Background: an optimization exercise with open tools, aiming at small area, a short achievable clock period and few clock cycles per item. Do not read the settings as production practice.
In this exercise RTL edits were held to simulation tests only and were not proved equivalent to the original.

==> flow/design.v (excerpt) <==
module lbp_pixel_unit (
    input  wire         clk,
    input  wire         rst,
    input  wire         in_valid,
    output wire         in_ready,
    input  wire [7:0]   in_cen,       
    input  wire [511:0] in_samples,   
    input  wire [7:0]   in_p,         
    input  wire [63:0]  in_band,      
    input  wire         in_rule,      
    input  wire         in_order,     
    input  wire [1:0]   in_post,      
    output wire         out_valid,
    input  wire         out_ready,
    output wire [7:0]   out_code,
    output wire [3:0]   out_ecode
);
==> flow/config.mk <==
export PLATFORM = sky130hd
export DESIGN_NAME = lbp_pixel_unit
export DESIGN_NICKNAME = lbp_pixel_unit
export VERILOG_FILES = /design/flow/design.v
export SDC_FILE = /design/flow/constraint.sdc
export NUM_CORES = 4
export LEC_CHECK = 0
export ABC_AREA = 1
export CAP_MARGIN = 20
export CORE_MARGIN = 2
export CORE_UTILIZATION = 40
export SLEW_MARGIN = 20
==> flow/constraint.sdc <==
create_clock -name core_clock -period 20.0 [get_ports {clk}]
set_input_delay 4.0000 -clock core_clock [delete_from_list [all_inputs] [get_ports {clk}]]
set_output_delay 4.0000 -clock core_clock [all_outputs]
set_load 0.01 [all_outputs]
standard.sh (not shown) runs the stock make flow with config.mk's settings and CLKGATE_MAP_FILE= SYNTH_SCRIPT=/design/flow/synth_recipe.tcl, a recipe that flattens the netlist after the stock synthesis.
==> flow/flow/run.sh <==
#!/bin/bash
# The standard layout (the standard.sh, unchanged synthesis and steps),
# with the port buffers made of sky130_fd_sc_hd__buf_2 instead of the
# default delay buffer (every input and output port still gets its buffer),
# and timing repair asked to leave 9.5 ns of setup slack at the design's
# clock period, so that it works on the paths that set the achieved period.
set -o pipefail
cd "$(dirname "$0")/.."
export BUFFER_PORTS_ARGS="-buffer_cell sky130_fd_sc_hd__buf_2"
bash standard.sh SETUP_SLACK_MARGIN=9.5 finish > standard.log 2>&1
Testbench counts at the start, summed over its fixed seeds: cycles 25,534, items 16,000.
Rerun with:
--- a/flow/flow/run.sh
+++ b/flow/flow/run.sh
@@ -5 +5 @@
-# and timing repair asked to leave 9.5 ns of setup slack at the design's
+# and timing repair asked to leave 9 ns of setup slack at the design's
@@ -10 +10 @@
-bash standard.sh SETUP_SLACK_MARGIN=9.5 finish > standard.log 2>&1
+bash standard.sh SETUP_SLACK_MARGIN=9 finish > standard.log 2>&1
- ABC_AREA: 1 -> unset
Effect:
- The new run finished clean
- count of clock-buffer cells in the layout shrinks by 2
- worst hold slack improved by 88 ps
- design area grows by a few percent
- first-iteration DRC count grows by a quarter to a third
- non-clock buffer count grows by 72
- register-to-register slack got worse by 630 ps
- global-route usage grows by 1.2 points
- maximum frequency shrinks by a little under a tenth
Rerun with:
--- a/flow/flow/run.sh
+++ b/flow/flow/run.sh
@@ -5 +5 @@
-# and timing repair asked to leave 9 ns of setup slack at the design's
+# and timing repair asked to leave 11 ns of setup slack at the design's
@@ -10 +10 @@
-bash standard.sh SETUP_SLACK_MARGIN=9 finish > standard.log 2>&1
+bash standard.sh SETUP_SLACK_MARGIN=11 finish > standard.log 2>&1
- ABC_AREA: unset -> 1
The changed run produced a clean layout.
Final area grows by 8.9%.
Worst setup slack improved by 1900 ps.
Wire length shrinks by 1.0%.
Register-to-register slack improved by 1800 ps.
Final cell count grows by 19%.
Via count grows by 4.8%.

---

Setup of run 1:
Starting RTL as in the previous note.
export LEC_CHECK = 0
export ABC_AREA = 1
export CAP_MARGIN = 20
export CORE_MARGIN = 2
export CORE_UTILIZATION = 40
export SLEW_MARGIN = 20
create_clock -name core_clock -period 20.0 [get_ports {clk}]
==> flow/flow/run.sh <==
#!/bin/bash
# The standard layout (the standard.sh, unchanged synthesis and steps),
# with the port buffers made of sky130_fd_sc_hd__buf_2 instead of the
# default delay buffer (every input and output port still gets its buffer),
# and timing repair asked to leave 10.5 ns of setup slack at the design's
# clock period, so that it works on the paths that set the achieved period.
set -o pipefail
cd "$(dirname "$0")/.."
export BUFFER_PORTS_ARGS="-buffer_cell sky130_fd_sc_hd__buf_2"
bash standard.sh SETUP_SLACK_MARGIN=10.5 finish > standard.log 2>&1
Run 1 reached the end of the flow, and the finished layout is clean on the timing, DRC and antenna checks.
Testbench counts of run 1, summed over its fixed seeds: cycles 25,534, items 16,000.
### run 1 -> run 2
- removing ABC_AREA (formerly 1)
==> flow/flow/run.sh <==
#!/bin/bash
# The standard layout (the standard.sh, unchanged synthesis and steps),
# with the port buffers made of sky130_fd_sc_hd__buf_2 instead of the
# default delay buffer: every input and output port still gets its buffer.
set -o pipefail
cd "$(dirname "$0")/.."
export BUFFER_PORTS_ARGS="-buffer_cell sky130_fd_sc_hd__buf_2"
bash standard.sh > standard.log 2>&1
### Flow results
- Relative to run 1, the non-clock buffering overhead in the final layout of run 2 is lower by 1.4 points.
- The setup clock skew after layout was comparable across run 1 and run 2.
- Changes observed in run 2 relative to run 1: core occupancy in the finished layout lost 3.2 points, global-route wire length before repair grew by about 4.4%.
- Summary of run 2 over run 1: worst slew margin relative to its limit went down 8.4 points; setup slack went down 3.42 ns; total standard cell area after synthesis up 2.6%; number of pins exceeding their max-slew limit in the final report held steady.
- The run with more routed wire is run 2, not run 1.
Relative to run 2, the following input files were edited for run 3:
- an added ABC_AREA of 1
--- a/flow/flow/run.sh
+++ b/flow/flow/run.sh
@@ -4 +4,3 @@
-# default delay buffer: every input and output port still gets its buffer.
+# default delay buffer (every input and output port still gets its buffer),
+# and timing repair asked to leave 10 ns of setup slack at the design's
+# clock period, so that it works on the paths that set the achieved period.
@@ -8 +10 @@
-bash standard.sh > standard.log 2>&1
+bash standard.sh SETUP_SLACK_MARGIN=10 finish > standard.log 2>&1
## What came out
- Higher layout cell share with drive strength beyond 1 among run 2 and run 3: run 2
- Going from run 2 to run 3, non-clock buffer count decreased 27, fraction of the mapped netlist area in compound gates fell 10 points, global routing usage on met2 up 2.5 points, worst hold slack after final layout decreased by 0.090 ns relative to the old numbers.

## separate check: timing with driven ports
How much do the figures lean on ideal ports? The routed layouts below were timed once more, with nothing changed but the port constraints. Step 1 assumes that a clkbuf_16 drives the clock port and a buf_2 every other input. Step 2 also shifts input and output timing later by t, the mid clock arrival at the registers, as if the neighbouring blocks saw the same clock. Slacks: ideal ports / drivers / drivers and shift; pairs: ideal ports / drivers.
run	t, ns	slack for setup (ns)	worst setup path at the end	pins driven straight from the clock port
the first run of note 1	0.541	9.895 / 9.895 / 9.441	input to register	1
the second run of note 1	0.530	9.119 / 9.154 / 8.624	input to register	1
the third run of note 1	0.541	11.006 / 10.986 / 10.599	input to register	1
run 1	0.537	10.645 / 10.624 / 10.201	input to register	1
run 2	0.523	7.227 / 7.227 / 6.841	input to register	1
run 3	0.540	10.245 / 10.272 / 9.733	input to register	1
After both steps every run listed still meets setup and hold. For run 3, which loses most, drivers alone change the setup slack by +0.027 ns; drivers and shift together by -0.512 ns.
